This is an optimization exercise on Yosys and OpenROAD, whose aim is small area, a short achievable clock period and few clock cycles, not a production implementation. Only simulation tests tie the RTL to the original design; equivalence was not proved. No activity file was given, so power comes from the tool's default toggle rates.

## design/flow/constraint.sdc

```tcl
create_clock -name core_clock -period 6.0 [get_ports {clk}]
set_input_delay 1.2000 -clock core_clock [delete_from_list [all_inputs] [get_ports {clk}]]
set_output_delay 1.2000 -clock core_clock [all_outputs]
set_load 0.01 [all_outputs]
```

## design/flow/config.mk

```make
export PLATFORM = sky130hd
export DESIGN_NAME = mini_aes_core
export DESIGN_NICKNAME = mini_aes_core
export VERILOG_FILES = /design/flow/design.v
export SDC_FILE = /design/flow/constraint.sdc
export NUM_CORES = 4
export LEC_CHECK = 0
export CAP_MARGIN = 20
export CORE_MARGIN = 2
export CORE_UTILIZATION = 55
export SETUP_SLACK_MARGIN = 3.8
export SLEW_MARGIN = 20
export SYNTH_MEMORY_MAX_BITS = 4096
export TNS_END_PERCENT = 10
```

## design/flow/design.v

```verilog
module mini_aes_core (
    input  wire        clk,
    input  wire        rst,           
    input  wire        bus_we,
    input  wire [9:0]  bus_addr,
    input  wire [15:0] bus_wdata,
    output reg  [15:0] bus_rdata,
    input  wire [15:0] rng            
);
    localparam DEPTH = 32;
    localparam [3:0] ERR_NONE    = 4'd0;
    localparam [3:0] ERR_ALIGN   = 4'd2;
    localparam [3:0] ERR_ILLEGAL = 4'd3;
    localparam [3:0] OP_NOP    = 4'h0, OP_GFMUL  = 4'h1, OP_SUBNIB = 4'h2,
                     OP_ISUB   = 4'h3, OP_SHROWS = 4'h4, OP_MIXCOL = 4'h5,
                     OP_IMIX   = 4'h6, OP_ADDRK  = 4'h7, OP_KEYEXP = 4'h8,
                     OP_ENC    = 4'h9, OP_DEC    = 4'hA, OP_ECBENC = 4'hB,
                     OP_ECBDEC = 4'hC, OP_CBCENC = 4'hD, OP_CBCDEC = 4'hE;
    function [3:0] sbox;
        input [3:0] x;
        reg [15:0] m;
        integer j;
        begin
            for (j = 0; j < 16; j = j + 1) m[j] = (x == j);
            sbox[0] = m[2] | m[3] | m[5] | m[6] | m[8] | m[12] | m[13] | m[15];
            sbox[1] = m[0] | m[4] | m[5] | m[6] | m[8] | m[9] | m[10] | m[15];
            sbox[2] = m[0] | m[1] | m[2] | m[5] | m[10] | m[11] | m[12] | m[15];
            sbox[3] = m[0] | m[2] | m[5] | m[6] | m[7] | m[9] | m[11] | m[13];
        end
    endfunction
    function [3:0] inv_sbox;
        input [3:0] x;
        reg [15:0] m;
        integer j;
        begin
            for (j = 0; j < 16; j = j + 1) m[j] = (x == j);
            inv_sbox[0] = m[1] | m[4] | m[7] | m[8] | m[9] | m[10] | m[12] | m[15];
            inv_sbox[1] = m[0] | m[1] | m[6] | m[7] | m[8] | m[11] | m[12] | m[13];
            inv_sbox[2] = m[0] | m[2] | m[5] | m[7] | m[8] | m[9] | m[11] | m[15];
            inv_sbox[3] = m[0] | m[3] | m[5] | m[6] | m[7] | m[9] | m[10] | m[12];
        end
    endfunction
    function [3:0] gf_mul;
        input [3:0] a;
        input [3:0] b;
        reg   [3:0] p, aa;
        integer i;
        begin
            p  = 4'h0;
            aa = a;
            for (i = 0; i < 4; i = i + 1) begin
                if (b[i]) p = p ^ aa;
                aa = aa[3] ? ({aa[2:0], 1'b0} ^ 4'h3) : {aa[2:0], 1'b0};
            end
            gf_mul = p;
        end
    endfunction
    function [15:0] sub_nib;
        input [15:0] w;
        sub_nib = {sbox(w[15:12]), sbox(w[11:8]), sbox(w[7:4]), sbox(w[3:0])};
    endfunction
    function [15:0] inv_sub_nib;
        input [15:0] w;
        inv_sub_nib = {inv_sbox(w[15:12]), inv_sbox(w[11:8]), inv_sbox(w[7:4]), inv_sbox(w[3:0])};
    endfunction
    function [15:0] shift_rows;
        input [15:0] w;
        shift_rows = {w[15:12], w[3:0], w[7:4], w[11:8]};
    endfunction
    function [15:0] mix_col;
        input [15:0] w;
        mix_col = {w[15:12] ^ gf_mul(4'h4, w[11:8]),
                   gf_mul(4'h4, w[15:12]) ^ w[11:8],
                   w[7:4] ^ gf_mul(4'h4, w[3:0]),
                   gf_mul(4'h4, w[7:4]) ^ w[3:0]};
    endfunction
    function [15:0] inv_mix_col;
        input [15:0] w;
        inv_mix_col = {gf_mul(4'h9, w[15:12]) ^ gf_mul(4'h2, w[11:8]),
                       gf_mul(4'h2, w[15:12]) ^ gf_mul(4'h9, w[11:8]),
                       gf_mul(4'h9, w[7:4])   ^ gf_mul(4'h2, w[3:0]),
                       gf_mul(4'h2, w[7:4])   ^ gf_mul(4'h9, w[3:0])};
    endfunction
    function [7:0] key_step;
        input [7:0] w2;
        input [7:0] w1;
        input [7:0] rcon;
        key_step = w2 ^ {sbox(w1[3:0]), sbox(w1[7:4])} ^ rcon;
    endfunction
    reg  [15:0] cmd_q;
    reg         busy_q, done_q;
    reg  [3:0]  err_q;
    reg  [15:0] key_q, iv_q, din_q, dout_q;
    reg  [7:0]  w_q [0:7];
    reg  [15:0] in_w  [0:DEPTH-1];
    reg  [15:0] out_w [0:DEPTH-1];
    reg         st_dec;               
    reg         st_run;               
    reg  [5:0]  rd_q;                 
    reg  [4:0]  wo_q;                 
    reg  [4:0]  lastw_q;              
    reg  [15:0] ks_q;                 
    reg  [15:0] a_q;                  
    reg         a_v;
    reg  [15:0] r1e_q, r1d_q;         
    reg  [15:0] xk_q;                 
    reg         v1;
    reg  [15:0] chain_q;              
    reg  [15:0] p1_q;                 
    reg         f_ill;                
    reg         f_bad;                
    reg         f_go;                 
    reg         f_goenc;              
    reg         f_ivw;                
    reg         f_dec, f_sgl, f_cbce, f_cbcd, f_am, f_cm;
    wire [3:0] wop = bus_wdata[15:12];
    wire [7:0] wcnt = bus_wdata[7:0];
    reg w_ill;
    always @(*) begin
        case (wop)
            OP_GFMUL, OP_ECBENC, OP_ECBDEC, OP_CBCDEC: w_ill = (bus_wdata[11:8] != 4'h0);
            OP_ADDRK:  w_ill = (bus_wdata[11:2] != 10'h0);
            OP_CBCENC: w_ill = (bus_wdata[11:9] != 3'h0);
            4'hF:      w_ill = 1'b1;
            default:   w_ill = (bus_wdata[11:0] != 12'h0);
        endcase
    end
    reg w_bad;
    always @(*) begin
        case (wop)
            OP_ECBENC, OP_ECBDEC: w_bad = (wcnt == 8'd0) || (wcnt > DEPTH);
            OP_CBCENC:            w_bad = (wcnt == 8'd0) || (wcnt > DEPTH - 1);
            OP_CBCDEC:            w_bad = (wcnt < 8'd2)  || (wcnt > DEPTH);
            default:              w_bad = 1'b0;
        endcase
    end
    wire w_dec  = (wop == OP_DEC) || (wop == OP_ECBDEC) || (wop == OP_CBCDEC);
    wire w_sgl  = (wop == OP_ENC) || (wop == OP_DEC);
    wire w_cbce = (wop == OP_CBCENC);
    wire w_cbcd = (wop == OP_CBCDEC);
    wire w_ciph = (wop >= OP_ENC) && (wop <= OP_CBCDEC);
    wire w_go   = w_ciph && !w_ill && !w_bad;
    wire [3:0] op  = cmd_q[15:12];
    wire [7:0] cnt = cmd_q[7:0];
    wire [5:0] n_rd    = f_sgl ? 6'd1 : cnt[5:0];
    wire [4:0] last_wr = f_cbce ? cnt[4:0] : f_cbcd ? cnt[4:0] - 5'd2 : cnt[4:0] - 5'd1;
    wire [7:0] kx0 = key_q[15:8];
    wire [7:0] kx1 = key_q[7:0];
    wire [7:0] kx2 = key_step(kx0, kx1, 8'h10);
    wire [7:0] kx3 = kx1 ^ kx2;
    wire [7:0] kx4 = key_step(kx2, kx3, 8'h20);
    wire [7:0] kx5 = kx3 ^ kx4;
    wire [7:0] kx6 = key_step(ks_q[15:8], ks_q[7:0], 8'h40);
    wire [7:0] kx7 = ks_q[7:0] ^ kx6;
    wire [15:0] rk0 = {w_q[0], w_q[1]};
    wire [15:0] rk1 = {w_q[2], w_q[3]};
    wire [15:0] rk2 = {w_q[4], w_q[5]};
    wire [15:0] rk3 = {w_q[6], w_q[7]};
    reg [15:0] rk_addrk;
    always @(*) begin
        case (cmd_q[1:0])
            2'd0:    rk_addrk = rk0;
            2'd1:    rk_addrk = rk1;
            2'd2:    rk_addrk = rk2;
            default: rk_addrk = rk3;
        endcase
    end
    wire [15:0] sx1, isx1;
    reg [15:0] prim_result;
    always @(*) begin
        case (op)
            OP_GFMUL:  prim_result = {12'h000, gf_mul(cmd_q[7:4], cmd_q[3:0])};
            OP_SUBNIB: prim_result = sx1;                   
            OP_ISUB:   prim_result = shift_rows(isx1);      
            OP_SHROWS: prim_result = shift_rows(din_q);
            OP_MIXCOL: prim_result = mix_col(din_q);
            OP_IMIX:   prim_result = inv_mix_col(din_q);
            default:   prim_result = din_q ^ rk_addrk;
        endcase
    end
    wire host_wr = bus_we && !busy_q;
    wire rg_in   = (bus_addr[9:5] == 5'b01000);
    wire rg_out  = (bus_addr[9:5] == 5'b10000);
    wire rg_reg  = (bus_addr[9:5] == 5'b00000);
    wire [31:0] a_sel  = 32'd1 << bus_addr[4:0];
    wire [31:0] rd_sel = 32'd1 << rd_q[4:0];
    reg [15:0] in_rd, out_rd;
    integer k;
    always @(*) begin
        in_rd  = 16'h0000;
        out_rd = 16'h0000;
        for (k = 0; k < DEPTH; k = k + 1) begin
            in_rd  = in_rd  | (in_w[k]  & {16{(a_sel[k] && !busy_q) || (rd_sel[k] && busy_q)}});
            out_rd = out_rd | (out_w[k] & {16{a_sel[k]}});
        end
    end
    wire        out_we  = (st_dec && f_ivw) || (v1 && !f_sgl);
    wire [31:0] out_sel = 32'd1 << wo_q;
    wire [15:0] st2;
    wire [15:0] out_val = st_dec ? chain_q : st2;
    genvar g;
    generate
        for (g = 0; g < DEPTH; g = g + 1) begin : g_buf
            always @(posedge clk) begin
                if (host_wr && rg_in && a_sel[g]) in_w[g] <= bus_wdata;
                if (out_we && out_sel[g]) out_w[g] <= out_val;
            end
        end
    endgenerate
    wire [15:0] x1 = (a_q & {16{f_am}}) ^ xk_q;
    assign sx1  = sub_nib(x1);
    assign isx1 = inv_sub_nib(shift_rows(x1));
    wire [15:0] e1 = sub_nib(mix_col(shift_rows(sx1)) ^ {kx2, kx3});
    wire [15:0] d1 = inv_sub_nib(shift_rows(inv_mix_col(isx1 ^ rk2)));
    wire [15:0] e2 = shift_rows(sub_nib(mix_col(shift_rows(r1e_q)) ^ rk2)) ^ rk3;
    wire [15:0] d2 = inv_sub_nib(shift_rows(inv_mix_col(r1d_q ^ rk1))) ^ key_q ^ (p1_q & {16{f_cbcd}});
    assign st2 = f_dec ? d2 : e2;
    wire        w_sub = (wop == OP_SUBNIB) || (wop == OP_ISUB);
    wire [15:0] c_in  = (w_sgl || w_sub) ? din_q : bus_wdata[8] ? rng : iv_q;
    wire fire1  = a_v && (st_run || (st_dec && f_goenc)) && !(f_cbce && v1);
    wire more   = (rd_q != n_rd);
    wire load_a = more && (!a_v || fire1 || (st_dec && f_cbcd));
    wire last2  = v1 && (f_sgl || (wo_q == lastw_q));
    always @(posedge clk) begin
        r1e_q <= e1;
        r1d_q <= d1;
        p1_q  <= chain_q;
        ks_q <= {kx4, kx5};
        if (!busy_q || load_a) a_q <= in_rd;
    end
    reg [15:0] reg_val;
    always @(*) begin
        case (bus_addr[4:0])
            5'h00: reg_val = cmd_q;
            5'h01: reg_val = {8'h00, err_q, 2'b00, done_q, busy_q};
            5'h02: reg_val = key_q;
            5'h03: reg_val = iv_q;
            5'h04: reg_val = din_q;
            5'h05: reg_val = dout_q;
            5'h08: reg_val = {8'h00, w_q[0]};
            5'h09: reg_val = {8'h00, w_q[1]};
            5'h0A: reg_val = {8'h00, w_q[2]};
            5'h0B: reg_val = {8'h00, w_q[3]};
            5'h0C: reg_val = {8'h00, w_q[4]};
            5'h0D: reg_val = {8'h00, w_q[5]};
            5'h0E: reg_val = {8'h00, w_q[6]};
            5'h0F: reg_val = {8'h00, w_q[7]};
            5'h10: reg_val = rk0;
            5'h11: reg_val = rk1;
            5'h12: reg_val = rk2;
            5'h13: reg_val = rk3;
            default: reg_val = 16'h0000;
        endcase
    end
    always @(posedge clk) begin
        bus_rdata <= (in_rd & {16{rg_in}}) | (out_rd & {16{rg_out}}) | (reg_val & {16{rg_reg}});
    end
    integer i;
    always @(posedge clk) begin
        if (rst) begin
            cmd_q   <= 16'h0000;
            busy_q  <= 1'b0;
            done_q  <= 1'b0;
            err_q   <= ERR_NONE;
            key_q   <= 16'h0000;
            iv_q    <= 16'h0000;
            din_q   <= 16'h0000;
            dout_q  <= 16'h0000;
            for (i = 0; i < 8; i = i + 1) w_q[i] <= 8'h00;
            st_dec  <= 1'b0;
            st_run  <= 1'b0;
            rd_q    <= 6'd1;
            wo_q    <= 5'd0;
            lastw_q <= 5'd0;
            a_v     <= 1'b0;
            v1      <= 1'b0;
            chain_q <= 16'h0000;
            xk_q    <= 16'h0000;
            f_ill   <= 1'b0;
            f_bad   <= 1'b0;
            f_go    <= 1'b0;
            f_goenc <= 1'b0;
            f_ivw   <= 1'b0;
            f_dec   <= 1'b0;
            f_sgl   <= 1'b0;
            f_cbce  <= 1'b0;
            f_cbcd  <= 1'b0;
            f_am    <= 1'b0;
            f_cm    <= 1'b0;
        end else if (!busy_q) begin
            a_v  <= 1'b1;
            v1   <= 1'b0;
            rd_q <= 6'd1;
            wo_q <= 5'd0;
            if (host_wr) begin
                case (bus_addr)
                    10'h000: begin
                        cmd_q   <= bus_wdata;
                        busy_q  <= 1'b1;
                        done_q  <= 1'b0;
                        err_q   <= ERR_NONE;
                        st_dec  <= 1'b1;
                        chain_q <= c_in;
                        xk_q    <= (c_in & {16{w_sgl || w_cbce || w_sub}}) ^ (key_q & {16{!w_sub}});
                        f_ill   <= w_ill;
                        f_bad   <= !w_ill && w_bad;
                        f_go    <= w_go;
                        f_goenc <= w_go && !w_dec;
                        f_ivw   <= w_go && w_cbce;
                        f_dec   <= w_dec;
                        f_sgl   <= w_sgl;
                        f_cbce  <= w_cbce;
                        f_cbcd  <= w_cbcd;
                        f_am    <= !w_sgl && !w_sub;
                        f_cm    <= w_sgl || w_cbce;
                    end
                    10'h002: key_q <= bus_wdata;
                    10'h003: iv_q  <= bus_wdata;
                    10'h004: din_q <= bus_wdata;
                    default: ;
                endcase
            end
        end else if (st_dec && !f_go) begin
            st_dec <= 1'b0;
            busy_q <= 1'b0;
            done_q <= 1'b1;
            if (f_ill)      err_q <= ERR_ILLEGAL;
            else if (f_bad) err_q <= ERR_ALIGN;
            else if (op == OP_KEYEXP) begin
                w_q[0] <= kx0; w_q[1] <= kx1; w_q[2] <= kx2; w_q[3] <= kx3;
                w_q[4] <= ks_q[15:8]; w_q[5] <= ks_q[7:0]; w_q[6] <= kx6; w_q[7] <= kx7;
            end else if (op != OP_NOP) dout_q <= prim_result;
        end else begin
            if (st_dec) begin
                w_q[0] <= kx0; w_q[1] <= kx1; w_q[2] <= kx2; w_q[3] <= kx3;
                w_q[4] <= ks_q[15:8]; w_q[5] <= ks_q[7:0]; w_q[6] <= kx6; w_q[7] <= kx7;
                if (f_ivw && cmd_q[8]) iv_q <= chain_q;
                lastw_q <= last_wr;
                if (f_dec) xk_q <= (chain_q & {16{f_cm}}) ^ {kx6, kx7};
                st_dec  <= 1'b0;
                st_run  <= 1'b1;
            end
            if (load_a) begin
                a_v  <= 1'b1;
                rd_q <= rd_q + 6'd1;
                if (f_cbcd) chain_q <= a_q;
            end else if (fire1) begin
                a_v  <= 1'b0;
            end
            if (out_we) wo_q <= wo_q + 5'd1;
            v1 <= fire1;
            if (v1) begin
                if (f_cbce) begin
                    chain_q <= st2;
                    xk_q    <= st2 ^ key_q;
                end
                if (f_sgl)  dout_q  <= st2;
            end
            if (last2) begin
                busy_q <= 1'b0;
                done_q <= 1'b1;
                st_run <= 1'b0;
            end
        end
    end
endmodule
```

## design/flow/run.sh

```bash
#!/bin/bash
# synth_recipe.tcl (not shown) runs the flow's synth.tcl, then flattens the netlist and writes it again
# the make line also repeats each setting of config.mk as NAME=value (left out here)
make -C /OpenROAD-flow-scripts/flow DESIGN_CONFIG=/design/flow/config.mk WORK_HOME=/design/flow/orfs CLKGATE_MAP_FILE= SYNTH_SCRIPT=/design/flow/synth_recipe.tcl finish
```

==> results of run 1 <==
-- what timing repair did --
action / 4_1_cts / 5_1_grt
resized for setup: 825 / 230
pin swaps: 262 / 89
setup buffers: 375 / 95
setup endpoints to repair: 1821 / 1834
cloned: 28 / 11
-- kinds of logic (layout without fill, tap and decap cells) --
| group | after synthesis | count (layout) | synth area share [%] |
|---|---|---|---|
| and+or+nand+nor | 1250 | 1256 | 9.88 |
| buffers and inverters | 350 | 1002 | 2.31 |
| DFF | 1331 | 1331 | 62.2 |
| AOI/OAI and AO/OA | 1353 | 1357 | 16.4 |
| other | 0 | 9 | 0 |
| muxes | 117 | 133 | 2.02 |
| adders and majority gates | 30 | 30 | 0.584 |
| xor gates and xnor gates | 404 | 406 | 6.68 |
-- metrics by stage --
| stage | utilization [%] | power [W] | cells | cell area [µm²] | hold slack [ns] |
|---|---|---|---|---|---|
| floorplan | - | 0.0106 | 4835 | 60800 | 0.363 |
| global placement | 58.9 | 0.0110 | 6158 | 63300 | 0.443 |
| detailed placement | 58.9 | 0.0111 | 6158 | 63300 | 0.442 |
| CTS | 70.6 | 0.0195 | 6812 | 75800 | 0.461 |
| global route | 72.4 | 0.0200 | 6919 | 77700 | 0.488 |
| finish | 72.4 | 0.0197 | 6927 | 77800 | 0.475 |
-- synthesized netlist by cell type (all sizes together) (19+ instances only) --
| cell | n | share of area [%] |
|---|---|---|
| o211ai | 32 | 0.43 |
| nand4 | 75 | 0.79 |
| a31oi | 27 | 0.28 |
| a222oi | 48 | 0.81 |
| buf | 43 | 0.37 |
| or4 | 34 | 0.43 |
| nand2 | 415 | 2.6 |
| nor2 | 346 | 2.2 |
| a211oi | 77 | 1.0 |
| nand2b | 32 | 0.34 |
| dfxtp | 291 | 9.8 |
| o22ai | 30 | 0.31 |
| o21ai | 153 | 1.3 |
| nor2b | 27 | 0.28 |
| inv | 33 | 0.21 |
| nor3 | 57 | 0.49 |
| o221ai | 34 | 0.50 |
| a221o | 22 | 0.37 |
| mux2 | 22 | 0.42 |
| a22o | 93 | 1.4 |
| edfxtp | 1040 | 52 |
| a21oi | 237 | 2.0 |
| ha | 19 | 0.40 |
| a22oi | 388 | 4.9 |
| mux2i | 95 | 1.6 |
| xor2 | 108 | 1.6 |
| clkbuf | 271 | 1.7 |
| a221oi | 132 | 2.0 |
| xnor2 | 277 | 4.3 |
| and3 | 27 | 0.28 |
| nand3 | 134 | 1.1 |
-- critical path: cells and delay by family --
family                 cells  cell delay [ns]
AOI/OAI and AO/OA          3             1.10
and+or+nand+nor            2             0.77
buffers and inverters      5             0.82
-- how the worst max path moves through the flow --
stage,startpoint,endpoint,slack [ns]
after floorplan,bus_addr[1],bus_rdata[7]$_DFF_P_,2.74
after global placement,bus_addr[1],bus_rdata[13]$_DFF_P_,0.95
after detailed placement,bus_addr[4],bus_rdata[2]$_DFF_P_,0.94
after CTS,f_am$_SDFFE_PP0P_,r1d_q[3]$_DFF_P_,3.00
after global routing,f_am$_SDFFE_PP0P_,r1d_q[6]$_DFF_P_,2.85
final,bus_addr[1],bus_rdata[14]$_DFF_P_,2.82
-- final cells by class --
type | instances | area (µm²)
Sequential cell | 1331 | 37300
Fill cell | 6994 | 29600
Multi-Input combinational cell | 3182 | 26500
Timing Repair Buffer | 714 | 7630
Clock buffer | 180 | 3670
Tap cell | 1403 | 1760
Clock inverter | 71 | 724
Inverter | 36 | 165
Antenna cell | 9 | 22.5
Timing Repair inverter | 1 | 5.00
-- metal layers --
metal / vias up / share of wire (%) / GRT usage [%]
li1: 20000 / - / -
met1: 24700 / 33 / 57.7
met2: 4817 / 42 / 69.2
met3: 1411 / 15 / 20.7
met4: 34 / 10 / 37.3
met5: - / 0.21 / 0.478
-- cells in the final DEF, fill, tap and decap left out, types with 49 or more instances in the layout --
cell / count
buf_12: 123
nand3_1: 113
a22oi_2: 49
buf_4: 445
nand2_1: 369
o21ai_0: 103
nor2_4: 84
a211oi_1: 59
dfxtp_1: 206
nand4_1: 75
xor2_1: 71
mux2i_1: 77
xnor2_2: 52
nor2_1: 243
a21oi_1: 219
a221oi_1: 83
a22o_1: 93
clkbuf_16: 139
xnor2_1: 181
edfxtp_1: 1040
a22oi_1: 339
buf_6: 72
-- power groups by stage --
| stage | registers, W | logic, W | clock network [W] |
|---|---|---|---|
| after CTS | 0.0100 | 0.00112 | 0.00842 |
| after floorplan | 0.0102 | 0.000392 | 0 |
| final | 0.0100 | 0.00127 | 0.00848 |
| after global routing | 0.00999 | 0.00126 | 0.00879 |
| after global placement | 0.0103 | 0.000790 | 0 |
| after detailed placement | 0.0103 | 0.000797 | 0 |
==> reports/metrics.yaml, run 1 <==
detailed_routing:
  wirelength_um: 277000
  dr.pass1.iters: 15
  drt-initial-drc-count: 9265
  drtAntennaViolNets: 0
  vias_per_cell: 7.36
  vias: 51000
  drt-wirelength-per-cell_um: 39.9
  drc: 0
synth:
  synth_seq_area_share_pct: 62.2
  ys_types: 95
  ys.flop_type: "edfxtp_1"
  synth_edf_count: 1040
  synth_area_um2: 59600
  synthCells: 4835
  synthArstFlopShare_pct: 0
  synth_nets: 4899
  yosysWarningCount: 4
  syn_avg_cell_area_um2: 12.3
  ys_seq_elements: 1331
clock_tree:
  h-tree-depth: 4
  clkLatencyLatePin_ns: 0.80
  ctsLongestPathBuffers: 3
  cts_buffers: 138
  cts_tree: "yes"
  holdBufCountCts: 0
  cts.sinks: 1331
  path_clk_slew_ns: 0.06
  cts_root_buffer: "clkbuf_16"
setup_path:
  cpPeakStageDelay_ns: 0.79
  endpoint_kind: "flip-flop"
  worstPathCellList: "buf_12 -> buf_6 -> buf_6 -> or2_2 -> buf_4 -> nor2_4 -> buf_4 -> a222oi_1 -> a31oi_1 -> a221o_1"
  r2r_cells: 4
  slowest_stage: "a31oi_1"
  cp_max_fo: 9
  required_ns: 6.72
  arrival_ns: 3.91
  crit_type: "primary input to flip-flop"
  r2r-end: "out_w[22][13]$_DFFE_PP_"
  reg2reg_slack_ns: 2.87
  reg2reg_from: "st_dec$_SDFFE_PP0P_"
  cp-start-kind: "primary input"
global_route:
  grt-ovfl-total: 0
  grt_pass1_vias: 46600
  grt_max_degree: 69
  track_usage_pct: 48.4
  grt_pass1_wl_um: 371000
  antenna_found_initial: 18
power_and_ir_drop:
  p_switching_w: 0.00467
  vdd_drop_max_mv: 0.331
  pwr-share-clk_pct: 43.0
  combPwrFrac_pct: 6.4
  powerDensity_nw_per_um2: 254
  cellLeakagePower_nw: 26.3
  p_int_w: 0.0151
  seq_power_share_pct: 50.6
  p_sw_share_pct: 23.6
placed_design:
  gp_congestion: 1.06
  dp_hpwl_um: 161000
  pre_cts_ws_ns: 0.936
  port-buffer-count: 60
floorplan:
  die_w_um: 333
  row_count: 120
  initial_core_util_pct: 55.5
  die_height_um: 333
  pin_count: 61
  die_area_um2: 111000
  core-area_um2: 107000
hold_path:
  hp-class: "flip-flop to flip-flop"
  hold_start: "ks_q[13]$_DFF_P_"
  holdPathEnd: "w_q[4][5]$_SDFFE_PP0P_"
  hold_depth: 2
sta:
  drv_slew: 0
  slew_headroom_pct: 16.7
  fmax_ghz: 0.314
  finalWorstSetupSlack_ns: 2.82
  finalHoldViolCount: 0
  setup_viol: 0
  clock_skew_ns: 0.0458
  rsz0062_at_grt: "true"
  worst_pin_slew_ns: 1.25
  post-route-period-util_pct: 53.1
  post-route-min-period_ns: 3.18
  setup_tns_ns: 0
finish:
  drive_above_1_share_pct: 30.9
  reg_top3: "in_w: 512 flops, out_w: 512 flops, w_q: 64 flops"
  fin_nets: 5468
  syn2layout_area_growth_pct: 30.5
job:
  cap_violations: 0
status:
  status: "no timing/DRC/antenna violations"
Testbench counts, summed over its fixed seeds: cycles 14,446.
==> run 2: changes to the inputs <==
--- a/design/flow/config.mk
+++ b/design/flow/config.mk
@@ -7,5 +7,6 @@
 export LEC_CHECK = 0
+export ABC_AREA = 1
 export CAP_MARGIN = 20
 export CORE_MARGIN = 2
-export CORE_UTILIZATION = 55
+export CORE_UTILIZATION = 62
 export SETUP_SLACK_MARGIN = 3.8
@@ -13,2 +14,2 @@
 export SYNTH_MEMORY_MAX_BITS = 4096
-export TNS_END_PERCENT = 10
+export TNS_END_PERCENT = 5
==> run 2 against run 1 <==
Against the previous run: the run now fails in global routing (5_1_grt); synthesized cell count increased by 39%; area after synthesis grew 5.7%.
==> reports/metrics.yaml, run 2 <==
synth:
  synth_area_leaders: "edfxtp_1 50%, nand2_1 12%, dfxtp_1 9.2%, nand3_1 3.6%, inv_1 3.4%"
  synth.top_cell.area_share_pct: 49.6  # -2.8 points
  synth_area_um2: 63000  # +5.7%
  synth_nets: 6789  # +39%
  synth_edf_count: 1040  # unchanged
  netlist_top_cells_count: "1964 x nand2_1, 1040 x edfxtp_1, 572 x inv_1"
  ys_seq_elements: 1331  # unchanged
  ys.flop_type: "edfxtp_1"
  yosysMostFrequentCell: "nand2_1"
  syn_avg_cell_area_um2: 9.37  # -24%
  synth_seq_area_share_pct: 58.8  # -3.3 points
  yosysWarningCount: 4  # unchanged
  synth_top_area_cell: "edfxtp_1"
  ys_types: 62  # -35%
  synthArstFlopShare_pct: 0  # unchanged
  synthCells: 6725  # +39%
sta:
  worstEpCategory: "sequential cell input"
  grt-worst-endpoint: "bus_rdata[11]$_DFF_P_/D"
clock_tree:
  holdBufCountCts: 0  # unchanged
  ctsLongestPathBuffers: 3  # unchanged
  cts_root_buffer: "clkbuf_16"
  h-tree-depth: 4  # unchanged
  cts_buffers: 137  # -0.72%
  cts.sinks: 1331  # unchanged
placed_design:
  place_inst: 8060  # +31%
  port-buffer-count: 60  # unchanged
  gp_congestion: 1.15  # +8.7%
  dp_hpwl_um: 180000  # +12%
status:
  haltStage: "global routing (5_1_grt)"
  error: "[ERROR GRT-0232] Routing congestion too high. Check the congestion heatmap in the GUI."
  status: "aborted with a tool error"
floorplan:
  row_count: 116  # -3.3%
  pin_count: 61  # unchanged
  initial_core_util_pct: 62.7  # +7.2 points
  die_w_um: 323  # -3.1%
  die_height_um: 323  # -3.1%
global_route:
  grt-ovfl-total: 2
  track_usage_pct: 70.8
  grt_max_degree: 98
[run 2: what timing repair did]
item / CTS
resized for setup: 1047
cloned: 21
buffers inserted: 400
pin swaps: 226
setup endpoints to repair: 1857
[run 2: metrics by stage]
stage	instance area [µm²]	utilization, %	hold WS, ns	total power, W	setup slack [ns]
floorplan	63300	-	0.373	0.0110	3.24
global placement	65900	65.7	0.440	0.0117	1.09
detailed placement	66000	65.7	0.436	0.0117	1.04
CTS	78000	77.6	0.451	0.0203	3.41
[run 2: logic make-up after synthesis]
logic type / Yosys count / share of synthesized area [%]
AND/OR/NAND/NOR: 3142 / 20.9
flip-flops: 1331 / 58.8
AO/OA/AOI/OAI: 1209 / 12.0
buffers and inverters: 872 / 5.32
XOR/XNOR: 152 / 2.49
adder cells (fa/ha/maj): 19 / 0.377
[run 2: routing by layer]
metal,GRT overflow,GRT usage [%]
met1,0,73.0
met2,1,88.3
met4,1,67.6
met5,0,30.3
met3,0,51.8
[run 2: power groups by stage]
stage          sequential [W]  combinational (W)  clock, W
2_1_floorplan          0.0104           0.000646         0
3_3_place_gp           0.0104            0.00126         0
3_5_place_dp           0.0104            0.00129         0
4_1_cts                0.0102            0.00159   0.00856
[run 2: how the worst max path moves through the flow]
stage | end | slack [ns] | cells after the start
floorplan | in_w[20][0]$_DFFE_PP_ | 3.24 | 6
global placement | bus_rdata[11]$_DFF_P_ | 1.09 | 10
detailed placement | bus_rdata[11]$_DFF_P_ | 1.04 | 10
CTS | bus_rdata[11]$_DFF_P_ | 3.41 | 15
==> run 3: changes to the inputs <==
--- a/design/flow/design.v
+++ b/design/flow/design.v
@@ -100,2 +100,4 @@
     reg  [4:0]  wo_q;                 
+    reg         ow_q;                 
+    reg  [15:0] res_q;                
     reg  [4:0]  lastw_q;              
@@ -196,6 +198,5 @@
     end
-    wire        out_we  = (st_dec && f_ivw) || (v1 && !f_sgl);
+    wire        out_req = (st_dec && f_ivw) || (v1 && !f_sgl);
     wire [31:0] out_sel = 32'd1 << wo_q;
     wire [15:0] st2;
-    wire [15:0] out_val = st_dec ? chain_q : st2;
     genvar g;
@@ -205,3 +206,3 @@
                 if (host_wr && rg_in && a_sel[g]) in_w[g] <= bus_wdata;
-                if (out_we && out_sel[g]) out_w[g] <= out_val;
+                if (ow_q && out_sel[g]) out_w[g] <= res_q;
             end
@@ -222,3 +223,3 @@
     wire load_a = more && (!a_v || fire1 || (st_dec && f_cbcd));
-    wire last2  = v1 && (f_sgl || (wo_q == lastw_q));
+    wire last2  = f_sgl ? v1 : (ow_q && (wo_q == lastw_q));
     always @(posedge clk) begin
@@ -227,2 +228,3 @@
         p1_q  <= chain_q;
+        res_q <= st_dec ? chain_q : st2;
         ks_q <= {kx4, kx5};
@@ -273,2 +275,3 @@
             wo_q    <= 5'd0;
+            ow_q    <= 1'b0;
             lastw_q <= 5'd0;
@@ -294,2 +297,3 @@
             wo_q <= 5'd0;
+            ow_q <= 1'b0;
             if (host_wr) begin
@@ -349,3 +353,4 @@
             end
-            if (out_we) wo_q <= wo_q + 5'd1;
+            ow_q <= out_req;
+            if (ow_q) wo_q <= wo_q + 5'd1;
             v1 <= fire1;
==> run 3 against run 2 <==
Against the previous run: the run now finishes clean; synthesized cell count down 1.6%; area after synthesis is 0.63% lower.
==> reports/metrics.yaml, run 3 <==
status:
  status: "no timing/DRC/antenna violations"
power_and_ir_drop:
  cellLeakagePower_nw: 30.4
  powerDensity_nw_per_um2: 261
  vdd_drop_max_mv: 0.496
synth:
  synth_seq_area_share_pct: 59.7  # +0.92 points
  syn_avg_cell_area_um2: 9.46  # +0.96%
  synth_top_area_cell: "edfxtp_1"
  synthCells: 6619  # -1.6%
  synth_area_um2: 62600  # -0.63%
  netlist_top_cells_count: "1903 x nand2_1, 1040 x edfxtp_1, 562 x inv_1"
  synth_nets: 6683  # -1.6%
  yosysMostFrequentCell: "nand2_1"
  synthArstFlopShare_pct: 0  # unchanged
  synth_edf_count: 1040  # unchanged
  ys_seq_elements: 1348  # +1.3%
  ys_types: 54  # -13%
  synth_area_leaders: "edfxtp_1 50%, nand2_1 11%, dfxtp_1 9.9%, nand3_1 3.6%, o21ai_0 3.4%"
  yosysWarningCount: 4  # unchanged
  ys.flop_type: "edfxtp_1"
  synth.top_cell.area_share_pct: 49.9  # +0.31 points
global_route:
  grtUsageMet1_pct: 60.6
  grt_pass1_wl_um: 393000
  antenna_found_initial: 20
  grt-ovfl-total: 0
  grt_max_degree: 115
  track_usage_pct: 54.3
  grt_use_met3_pct: 26.0
  grt_use_met2_pct: 77.0
  grt_pass1_vias: 54700
  grt_most_used_layer: "met2"
detailed_routing:
  drt-wirelength-per-cell_um: 34.5
  wirelength_um: 298000
  vias_per_cell: 7.12
  drtAntennaViolNets: 0
  drt-initial-drc-count: 12900
  dr.pass1.iters: 17
  vias: 61500
  drc: 0
sta:
  finalHoldViolCount: 0
  worst_pin_slew_ns: 1.23
  setup_tns_ns: 0
  setup_viol: 0
  rsz0062_at_grt: "true"
  slew_headroom_pct: 17.3
  clock_skew_ns: 0.0441
  post-route-period-util_pct: 60.1
  fmax_ghz: 0.277
  post-route-min-period_ns: 3.60
  drv_slew: 0
floorplan:
  pin_count: 61  # unchanged
  die_area_um2: 104000
  die_w_um: 322  # -0.31%
  die_height_um: 322  # -0.31%
  initial_core_util_pct: 62.5  # -0.21 points
  core-area_um2: 100000
  row_count: 116  # unchanged
finish:
  reg_top3: "in_w: 512 flops, out_w: 512 flops, w_q: 64 flops"
  fill_cells: 5987
  final_common_cell: "nand2_1"
  regArea_um2: 37600
  final_cell_mix: "1577 x nand2_1, 1040 x edfxtp_1, 447 x buf_4, 439 x inv_1, 379 x o21ai_0"
  fin_nets: 7260
  syn2layout_area_growth_pct: 26.9
  fin_area_um2: 79400
  multi_input_area_um2: 26100
  drive_above_1_share_pct: 24.9
clock_tree:
  cts_root_buffer: "clkbuf_16"
  cts_buffers: 137  # unchanged
  ctsLongestPathBuffers: 3  # unchanged
  h-tree-depth: 4  # unchanged
  cts.sinks: 1348  # +1.3%
  clkLatencyLatePin_ns: 0.82
  cts_tree: "yes"
  holdBufCountCts: 0  # unchanged
  path_clk_slew_ns: 0.06
placed_design:
  gp_congestion: 1.10  # -4.2%
  dp_hpwl_um: 173000  # -3.9%
  port-buffer-count: 60  # unchanged
  placed_area_um2: 65500  # -0.68%
setup_path:
  cp-start-kind: "primary input"
  crit_type: "primary input to flip-flop"
  required_ns: 6.53
  cp_max_fo: 8
  endpoint_kind: "flip-flop"
  arrival_ns: 4.13
hold_path:
  hp-class: "flip-flop to flip-flop"
job:
  cap_violations: 0
run 3: repair_timing:
action,in CTS,in global routing
pin swaps,146,205
endpoints found under the setup margin,900,900
gates resized for setup,731,660
setup buffers,279,175
gates cloned,17,1
run 3: area by class of cell:
| type | count | share of cell area, % |
|---|---|---|
| Clock inverter | 72 | 0.875 |
| Tap cell | 1298 | 2.05 |
| Multi-Input combinational cell | 4425 | 32.9 |
| Sequential cell | 1348 | 47.3 |
| Timing Repair Buffer | 674 | 8.66 |
| Clock buffer | 177 | 4.69 |
| Antenna cell | 30 | 0.0945 |
| Timing Repair inverter | 4 | 0.0362 |
| Inverter | 606 | 3.39 |
run 3: metrics by stage:
| step | hold slack [ns] | total power, W | setup WS (ns) | cells | util [%] |
|---|---|---|---|---|---|
| 5_1_grt | 0.457 | 0.0210 | 2.47 | 8610 | 79.2 |
| 2_1_floorplan | 0.385 | 0.0112 | 3.15 | 6619 | - |
| 3_5_place_dp | 0.430 | 0.0118 | 1.07 | 7883 | 65.4 |
| 3_3_place_gp | 0.434 | 0.0118 | 1.14 | 7883 | 65.4 |
| 6_report | 0.447 | 0.0208 | 2.40 | 8634 | 79.3 |
| 4_1_cts | 0.447 | 0.0202 | 3.35 | 8428 | 75.4 |
run 3: logic make-up (layout without fill, tap and decap cells):
logic type | after synthesis | in the layout | synth area share, %
AO/OA/AOI/OAI | 1216 | 1216 | 12.1
XOR/XNOR | 177 | 177 | 2.79
adder cells (fa/ha/maj) | 19 | 19 | 0.380
buffers and inverters | 847 | 1533 | 5.15
flip-flops | 1348 | 1348 | 59.7
other | 0 | 30 | 0
AND/OR/NAND/NOR | 3012 | 3013 | 19.9
run 3: worst paths after layout:
kind	from	endpoint	slack [ns]	cells past startpoint
setup / recovery	bus_addr[1]	a_q[6]$_DFFE_PP_	2.40	14
hold reg to reg	chain_q[10]$_SDFFE_PP0P_	p1_q[10]$_DFF_P_	0.45	0
setup reg to reg	busy_q$_SDFF_PP0_	a_q[6]$_DFFE_PP_	2.46	14
hold / removal	chain_q[10]$_SDFFE_PP0P_	p1_q[10]$_DFF_P_	0.45	0
run 3: power by group:
part	leakage (nW)	switching, W	internal (W)
combinational	16.3	0.00109	0.000417
sequential	12.0	0.000279	0.0103
clock	2.15	0.00391	0.00477
total	30.4	0.00528	0.0155
run 3: critical path, stage by stage:
cell	delay (ns)
buf_12	0.11
inv_2	0.05
nand2_4	0.10
nor2_1	0.10
nand2_2	0.22
nand2_1	0.11
nand2_2	0.12
clkinvlp_4	0.25
a22o_1	0.27
nor2_1	0.14
nand4_1	0.74
nor2_2	0.36
nand3_2	0.14
buf_6	0.20
run 3: per-layer routing:
metal | up-vias | part of all wire [%]
li1 | 24100 | -
met1 | 28500 | 30
met2 | 6551 | 40
met3 | 2326 | 18
met4 | 24 | 12
met5 | - | 0.20
Testbench counts of run 3, summed over its fixed seeds: cycles 14,684.
==> run 4: changes to the inputs <==
--- a/design/flow/config.mk
+++ b/design/flow/config.mk
@@ -10,3 +10,3 @@
 export CORE_MARGIN = 2
-export CORE_UTILIZATION = 62
+export CORE_UTILIZATION = 50
 export SETUP_SLACK_MARGIN = 3.8
==> run 4 against run 3 <==
Against the previous run: routed wire length is essentially flat; non-clock buffer count is 97 higher; global-route usage decreased by 10 points; sequential power hardly changed; count of clock-buffer cells in the layout rose by 14; via count shrank 4.8%; total power is 2.3% higher; worst hold slack improved by 0.024 ns; clock power is 5.3% higher; clock skew is 0.024 ns higher; combinational power rose by 9%; worst setup slack improved by 0.66 ns.
==> reports/metrics.yaml, run 4 <==
finish:
  fin_nets: 7378  # +1.6%
  stdcell_count: 9074  # +5.1%
  fill_cells: 9610  # +61%
  syn2layout_area_growth_pct: 31.2
  multi_input_area_um2: 26700  # +2.2%
  reg_top3: "in_w: 512 flops, out_w: 512 flops, w_q: 64 flops"
  drive_above_1_share_pct: 26.8  # +1.9 points
  final_common_cell: "nand2_1"
  final_cell_mix: "1577 x nand2_1, 1040 x edfxtp_1, 479 x buf_4, 424 x inv_1, 360 x nand3_1"
  regArea_um2: 37600  # about the same
synth:
  synthArstFlopShare_pct: 0  # unchanged
  synth_seq_area_share_pct: 59.7  # unchanged
  synth-xor-area-share_pct: 2.79  # unchanged
  synth_area_leaders: "edfxtp_1 50%, nand2_1 11%, dfxtp_1 9.9%, nand3_1 3.6%, o21ai_0 3.4%"
  ys_types: 54  # unchanged
  synthCells: 6619  # unchanged
  ys_seq_elements: 1348  # unchanged
  synth_top_area_cell: "edfxtp_1"
  yosysMostFrequentCell: "nand2_1"
  synth_edf_count: 1040  # unchanged
  synth_nets: 6683  # unchanged
  synth.top_cell.area_share_pct: 49.9  # unchanged
  synthAdderAreaFrac_pct: 0.380  # unchanged
  syn_avg_cell_area_um2: 9.46  # unchanged
  synthMuxAreaShare_pct: 0  # unchanged
  synth-simple-area-share_pct: 19.9  # unchanged
  ys.flop_type: "edfxtp_1"
  netlist_top_cells_count: "1903 x nand2_1, 1040 x edfxtp_1, 562 x inv_1"
  synth_top_family_by_area: "simple AND/OR/NAND/NOR gates"
  synth_area_um2: 62600  # unchanged
  synth-compound-area-share_pct: 12.1  # unchanged
  yosysWarningCount: 4  # unchanged
setup_path:
  r2r_cells: 14  # unchanged
  endpoint_kind: "flip-flop"
  crit_type: "flip-flop to flip-flop"
  cp_max_fo: 5  # -3
  reg2reg_from: "rd_q[0]$_SDFFE_PP1P_"
  required_ns: 6.68  # +0.15 ns
  r2r-end: "bus_rdata[0]$_DFF_P_"
  arrival_ns: 3.63  # -0.50 ns
  cp-start-kind: "flip-flop"
  cp-startpoint: "rd_q[0]$_SDFFE_PP1P_"
  endpoint: "bus_rdata[0]$_DFF_P_"
  reg2reg_slack_ns: 3.05  # +0.59 ns
floorplan:
  die_area_um2: 128000  # +24%
  row_count: 129  # +11%
  pin_count: 61  # unchanged
  initial_core_util_pct: 50.5  # -12 points
  die_height_um: 358  # +11%
  core-area_um2: 124000  # +24%
  die_w_um: 358  # +11%
detailed_routing:
  drt-wirelength-per-cell_um: 32.8  # -4.8%
  wirelength_um: 298000  # about the same
  dr.pass1.iters: 7  # -10
  drc: 0  # unchanged
  vias: 58500  # -4.8%
  drt-initial-drc-count: 8848  # -32%
  vias_per_cell: 6.45  # -9.5%
  drtAntennaViolNets: 0  # unchanged
hold_path:
  hp-class: "flip-flop to flip-flop"
  hold_start: "chain_q[8]$_SDFFE_PP0P_"
power_and_ir_drop:
  powerDensity_nw_per_um2: 258  # -1.1%
  combPwrFrac_pct: 7.7  # +0.4 points
  power.total_w: 0.0212  # +2.3%
  p_sw_share_pct: 25.4  # -0.051 points
  p_int_w: 0.0158  # +2.3%
  cellLeakagePower_nw: 31.4  # +3.2%
  vdd_drop_max_mv: 0.296  # -40%
  p_switching_w: 0.00539  # +2.1%
  pwr-share-clk_pct: 43.1  # +1.3 points
  seq_power_share_pct: 49.2  # -1.7 points
global_route:
  grt_pass1_vias: 51800  # -5.3%
  track_usage_pct: 44.3  # -10 points
  grt-ovfl-total: 0  # unchanged
  antenna_found_initial: 20  # unchanged
  grt_max_degree: 83  # -28%
  grt_pass1_wl_um: 394000  # +0.29%
clock_tree:
  h-tree-depth: 4  # unchanged
  cts_buffers: 148  # +8.0%
  path_clk_slew_ns: 0.06  # about the same
  cts_root_buffer: "clkbuf_16"
  cts_tree: "yes"
  holdBufCountCts: 0  # unchanged
  clkLatencyLatePin_ns: 0.84  # +0.02 ns
  cts.sinks: 1348  # unchanged
  ctsLongestPathBuffers: 3  # unchanged
sta:
  post-route-period-util_pct: 49.1  # -11 points
  fmax_ghz: 0.339  # +22%
  finalHoldViolCount: 0  # unchanged
  finalWorstSetupSlack_ns: 3.05  # +0.657 ns
  drv_slew: 0  # unchanged
  post-route-min-period_ns: 2.95  # -0.657 ns
  worst_pin_slew_ns: 1.19  # -0.0381 ns
  clock_skew_ns: 0.0678  # +0.0237 ns
  hold_ws_ns: 0.471  # +0.0243 ns
  setup_viol: 0  # unchanged
  rsz0062_at_grt: "true"
  setup_tns_ns: 0  # unchanged
  slew_headroom_pct: 20.2  # +2.9 points
placed_design:
  place_inst: 8244  # +4.6%
  dp_hpwl_um: 186000  # +7.5%
  gp_congestion: 1.09  # -1.2%
  port-buffer-count: 60  # unchanged
  pre_cts_ws_ns: 0.715  # -0.359 ns
job:
  cap_violations: 0  # unchanged
status:
  status: "no timing/DRC/antenna violations"
==> run 4: cell types whose count changed in the layout (fill, tap and decap cells not counted), moves of 16 or more <==
cell / change
buf_12: +32
buf_4: +32
buf_6: +31
o21ai_0: -30
diode_2: -24
nor2_4: +19
nand3_2: +18
clkbuf_16: +17
o21ai_1: +17
nand3_1: -16
nor2_1: -16
==> run 4: power by group through the flow <==
stage                     Combinational [W]  Clock (W)  Sequential [W]
after floorplan                    0.000533          0          0.0106
after global placement              0.00124          0          0.0107
after detailed placement            0.00125          0          0.0107
after CTS                           0.00141    0.00913          0.0104
after global routing                0.00168    0.00952          0.0104
final                               0.00164    0.00914          0.0105
==> run 4: cells by family after synthesis <==
kind of cell / Yosys count
AND/OR/NAND/NOR: 3012
flip-flops: 1348
AO/OA/AOI/OAI: 1216
buffers and inverters: 847
XOR/XNOR: 177
adder cells (fa/ha/maj): 19
==> run 4: area by class of cell <==
cell class              count  share of cell area, %
repair buffers            771                   9.89
flip-flops and latches   1348                   45.7
well taps                1637                   2.49
clock buffers             191                   4.84
clock inverters            76                   1.08
inverters                 606                   3.40
repair inverters            7                 0.0625
diodes                      6                 0.0183
multi-input cells        4432                   32.5
==> run 4: worst max-delay path, cell delays in order (launching register included) <==
cell,delay (ns)
dfxtp_4,0.37
buf_4,0.15
ha_4,0.18
nand3_1,0.18
o21ai_1,0.18
nand2_2,0.15
clkinvlp_4,0.16
buf_4,0.22
a22o_1,0.20
nor2_1,0.15
nand4_1,0.26
nor2_2,0.28
nand2_2,0.13
nand2_2,0.12
nand3_1,0.08
==> run 4: worst min-delay path by stage <==
stage	slack, ns	depth (start not counted)	endpoint
2_1_floorplan	0.38	0	p1_q[0]$_DFF_P_
3_5_place_dp	0.44	0	p1_q[8]$_DFF_P_
6_report	0.47	0	p1_q[8]$_DFF_P_
4_1_cts	0.47	0	p1_q[8]$_DFF_P_
3_3_place_gp	0.44	0	p1_q[8]$_DFF_P_
5_1_grt	0.48	0	p1_q[8]$_DFF_P_
==> run 4: routing by layer <==
metal,global-route usage [%],share of wire (%)
met1,53.9,34
met2,65.9,43
met3,13.7,13
met4,34.2,10
met5,0,0.033
==> run 4: what timing repair did <==
action / CTS / global route
gates resized for setup: 764 / 870
gates cloned: 16 / 14
pin swaps: 177 / 259
setup endpoints to repair: 1094 / 1095
setup buffers: 299 / 228
==> run 4: through the flow <==
step,area (µm²),utilization (%)
finish,82100,66.3
global route,82100,66.3
CTS,76900,62.0
detailed placement,66100,53.3
global placement,66100,53.3
floorplan,63000,-
==> run 5: changes to the inputs <==
--- a/design/flow/config.mk
+++ b/design/flow/config.mk
@@ -10,3 +10,3 @@
 export CORE_MARGIN = 2
-export CORE_UTILIZATION = 50
+export CORE_UTILIZATION = 56
 export SETUP_SLACK_MARGIN = 3.8
==> run 5 against run 4 <==
Against the previous run: count of clock-buffer cells in the layout shrank 1; first-iteration DRC count grew 19%; combinational power shrank 9%; utilization grew 7.6 points; final area shrank 0.35%; clock skew shrank 0.0025 ns; cell count shrank 1.4%; critical path type is now primary input to flip-flop; sequential cell count is the same; via count grew 2.1%; register-to-register slack lost 0.03 ns; fmax shrank 4.0%; sequential power is essentially flat.
==> reports/metrics.yaml, run 5 <==
status:
  status: "no timing/DRC/antenna violations"
floorplan:
  die_area_um2: 114000  # -11%
  core-area_um2: 111000  # -11%
  initial_core_util_pct: 56.5  # +6.0 points
  row_count: 122  # -5.4%
  pin_count: 61  # unchanged
  die_height_um: 338  # -5.4%
  die_w_um: 338  # -5.4%
clock_tree:
  holdBufCountCts: 0  # unchanged
  h-tree-depth: 4  # unchanged
  ctsLongestPathBuffers: 3  # unchanged
  cts.sinks: 1348  # unchanged
  path_clk_slew_ns: 0.06  # about the same
  cts_root_buffer: "clkbuf_16"
  clkLatencyLatePin_ns: 0.81  # -0.03 ns
  cts_buffers: 142  # -4.1%
  cts_tree: "yes"
synth:
  synth.top_cell.area_share_pct: 49.9  # unchanged
  synth_edf_count: 1040  # unchanged
  synth_area_um2: 62600  # unchanged
  synth_top_area_cell: "edfxtp_1"
  yosysMostFrequentCell: "nand2_1"
  netlist_top_cells_count: "1903 x nand2_1, 1040 x edfxtp_1, 562 x inv_1"
  synth_area_leaders: "edfxtp_1 50%, nand2_1 11%, dfxtp_1 9.9%, nand3_1 3.6%, o21ai_0 3.4%"
  ys_seq_elements: 1348  # unchanged
  ys_types: 54  # unchanged
  synthCells: 6619  # unchanged
  syn_avg_cell_area_um2: 9.46  # unchanged
  synth_seq_area_share_pct: 59.7  # unchanged
  yosysWarningCount: 4  # unchanged
  synth_nets: 6683  # unchanged
  ys.flop_type: "edfxtp_1"
  synthArstFlopShare_pct: 0  # unchanged
sta:
  finalHoldViolCount: 0  # unchanged
  post-route-period-util_pct: 51.1  # +2.0 points
  setup_viol: 0  # unchanged
  clock_skew_ns: 0.0653  # -0.00251 ns
  fmax_ghz: 0.326  # -4.0%
  slew_headroom_pct: 23.1  # +2.9 points
  drv_slew: 0  # unchanged
  post-route-min-period_ns: 3.07  # +0.121 ns
  worst_pin_slew_ns: 1.15  # -0.0419 ns
  rsz0062_at_grt: "true"
  setup_tns_ns: 0  # unchanged
detailed_routing:
  vias: 59700  # +2.1%
  dr.pass1.iters: 9  # +2
  wirelength_um: 301000  # +1.2%
  drt-wirelength-per-cell_um: 33.7  # +2.6%
  drtAntennaViolNets: 0  # unchanged
  vias_per_cell: 6.68  # +3.6%
  drt-initial-drc-count: 10500  # +19%
  drc: 0  # unchanged
setup_path:
  required_ns: 6.68  # about the same
  arrival_ns: 3.75  # +0.12 ns
  crit_type: "primary input to flip-flop"
  cp_max_fo: 8  # +3
  endpoint_kind: "flip-flop"
  cp-start-kind: "primary input"
finish:
  syn2layout_area_growth_pct: 30.8
  drive_above_1_share_pct: 27.6  # +0.82 points
  multi_input_area_um2: 26900  # +0.81%
  final_cell_mix: "1531 x nand2_1, 1040 x edfxtp_1, 536 x buf_4, 424 x inv_1, 376 x o21ai_0"
  stdcell_count: 8945  # -1.4%
  reg_top3: "in_w: 512 flops, out_w: 512 flops, w_q: 64 flops"
  fin_nets: 7391  # +0.18%
  regArea_um2: 37600  # about the same
  final_common_cell: "nand2_1"
  fill_cells: 7362  # -23%
global_route:
  antenna_found_initial: 21  # +5.0%
  grt-ovfl-total: 0  # unchanged
  grt_max_degree: 79  # -4.8%
  grt_pass1_vias: 53400  # +3.2%
  track_usage_pct: 49.5  # +5.2 points
  grt_pass1_wl_um: 398000  # +1.0%
hold_path:
  hp-class: "flip-flop to flip-flop"
power_and_ir_drop:
  cellLeakagePower_nw: 31.4  # about the same
  powerDensity_nw_per_um2: 256  # -0.89%
  power.total_w: 0.0210  # -1.2%
  vdd_drop_max_mv: 0.363  # +23%
placed_design:
  gp_congestion: 1.06  # -2.1%
  place_inst: 8081  # -2.0%
  port-buffer-count: 60  # unchanged
  dp_hpwl_um: 185000  # -0.57%
job:
  cap_violations: 0  # unchanged
[run 5: cell counts after synthesis]
Identical to the previous run, type by type.
[run 5: cell type report]
cell class / count / area share, %
antenna: 16 / 0.0489
inverter: 606 / 3.38
timing repair inverter: 7 / 0.0627
clock inverter: 68 / 0.975
multi-input combinational: 4430 / 32.9
timing repair buffer: 792 / 9.77
clock buffer: 190 / 4.70
sequential: 1348 / 45.9
tap: 1488 / 2.27
[run 5: repair_timing]
item,4_1_cts,5_1_grt
setup buffers,327,237
gates resized for setup,810,850
setup endpoints to repair,1050,1090
pin swaps,156,296
gates cloned,16,8
[run 5: cell families after synthesis]
| kind of cell | share of synthesized area [%] |
|---|---|
| xor gates and xnor gates | 2.79 |
| adders and majority gates | 0.380 |
| buffers and inverters | 5.15 |
| and+or+nand+nor | 19.9 |
| DFF | 59.7 |
| AOI/OAI and AO/OA | 12.1 |
[run 5: worst max-delay path: stages]
cell,delay [ns]
buf_12,0.13
buf_4,0.14
nor2_4,0.18
nand2_2,0.15
nor2_2,0.18
inv_1,0.11
o22ai_4,0.43
buf_6,0.28
nand2_1,0.08
o2111ai_1,0.45
nor3_2,0.12
nand2_2,0.15
nand2_1,0.06
nand2_1,0.07
[run 5: metal layers]
layer / track usage [%] / share of wire (%) / vias up
met5: 2.58 / 0.10 / -
met4: 42.6 / 12 / 22
met3: 18.5 / 15 / 1706
met2: 71.4 / 41 / 5534
met1: 58.1 / 31 / 28100
li1: - / - / 24400
[run 5: worst paths after layout]
kind	from	endpoint	slack [ns]	cells after the start
max	bus_addr[2]	bus_rdata[2]$_DFF_P_	2.93	14
min	chain_q[13]$_SDFFE_PP0P_	p1_q[13]$_DFF_P_	0.44	0
max reg2reg	rd_q[1]$_SDFFE_PP0P_	bus_rdata[3]$_DFF_P_	3.02	15
min reg2reg	chain_q[13]$_SDFFE_PP0P_	p1_q[13]$_DFF_P_	0.44	0
[run 5: power breakdown]
group / internal (W) / leakage (nW) / switching, W
sequential: 0.0103 / 12.0 / 0.000303
clock: 0.00492 / 2.22 / 0.00396
combinational: 0.000434 / 17.2 / 0.00105
[run 5: metrics by stage]
| step | hold WS [ns] | util, % | setup slack (ns) | instance area [µm²] |
|---|---|---|---|---|
| final | 0.438 | 73.9 | 2.93 | 81800 |
| after global routing | 0.448 | 73.8 | 2.80 | 81800 |
| after CTS | 0.431 | 69.0 | 3.40 | 76500 |
| after detailed placement | 0.428 | 59.4 | 0.789 | 65800 |
| after global placement | 0.431 | 59.3 | 0.899 | 65700 |
| after floorplan | 0.385 | - | 3.15 | 63000 |

[static timing again, ports no longer ideal]
Ports are ideal in the flow. The routed layouts listed here were re-timed in OpenROAD.
Step 1: set_driving_cell puts a clkbuf_16 on clk and a buf_2 on each other input, an assumption about the parent block.
Step 2 moves the port delays by t, midway between the first and last clock arrival at a register: inputs arrive t later, outputs are due t later. That takes back most of the time a late clock gives input paths.
Three values: no drivers, after step 1, after step 2; two values: the first two.
run	t (ns)	setup WS [ns]	cell pins on the clock port's net
run 1	0.850	2.816 / 2.759 / 1.909	1
run 3	0.873	2.396 / 2.375 / 1.502	1
run 4	0.887	3.053 / 3.053 / 2.215	1
run 5	0.853	2.931 / 2.940 / 2.088	1
After both steps setup and hold are still met in every run listed. For run 1, which loses most, drivers alone change the setup slack by -0.057 ns; drivers and shift together by -0.907 ns.
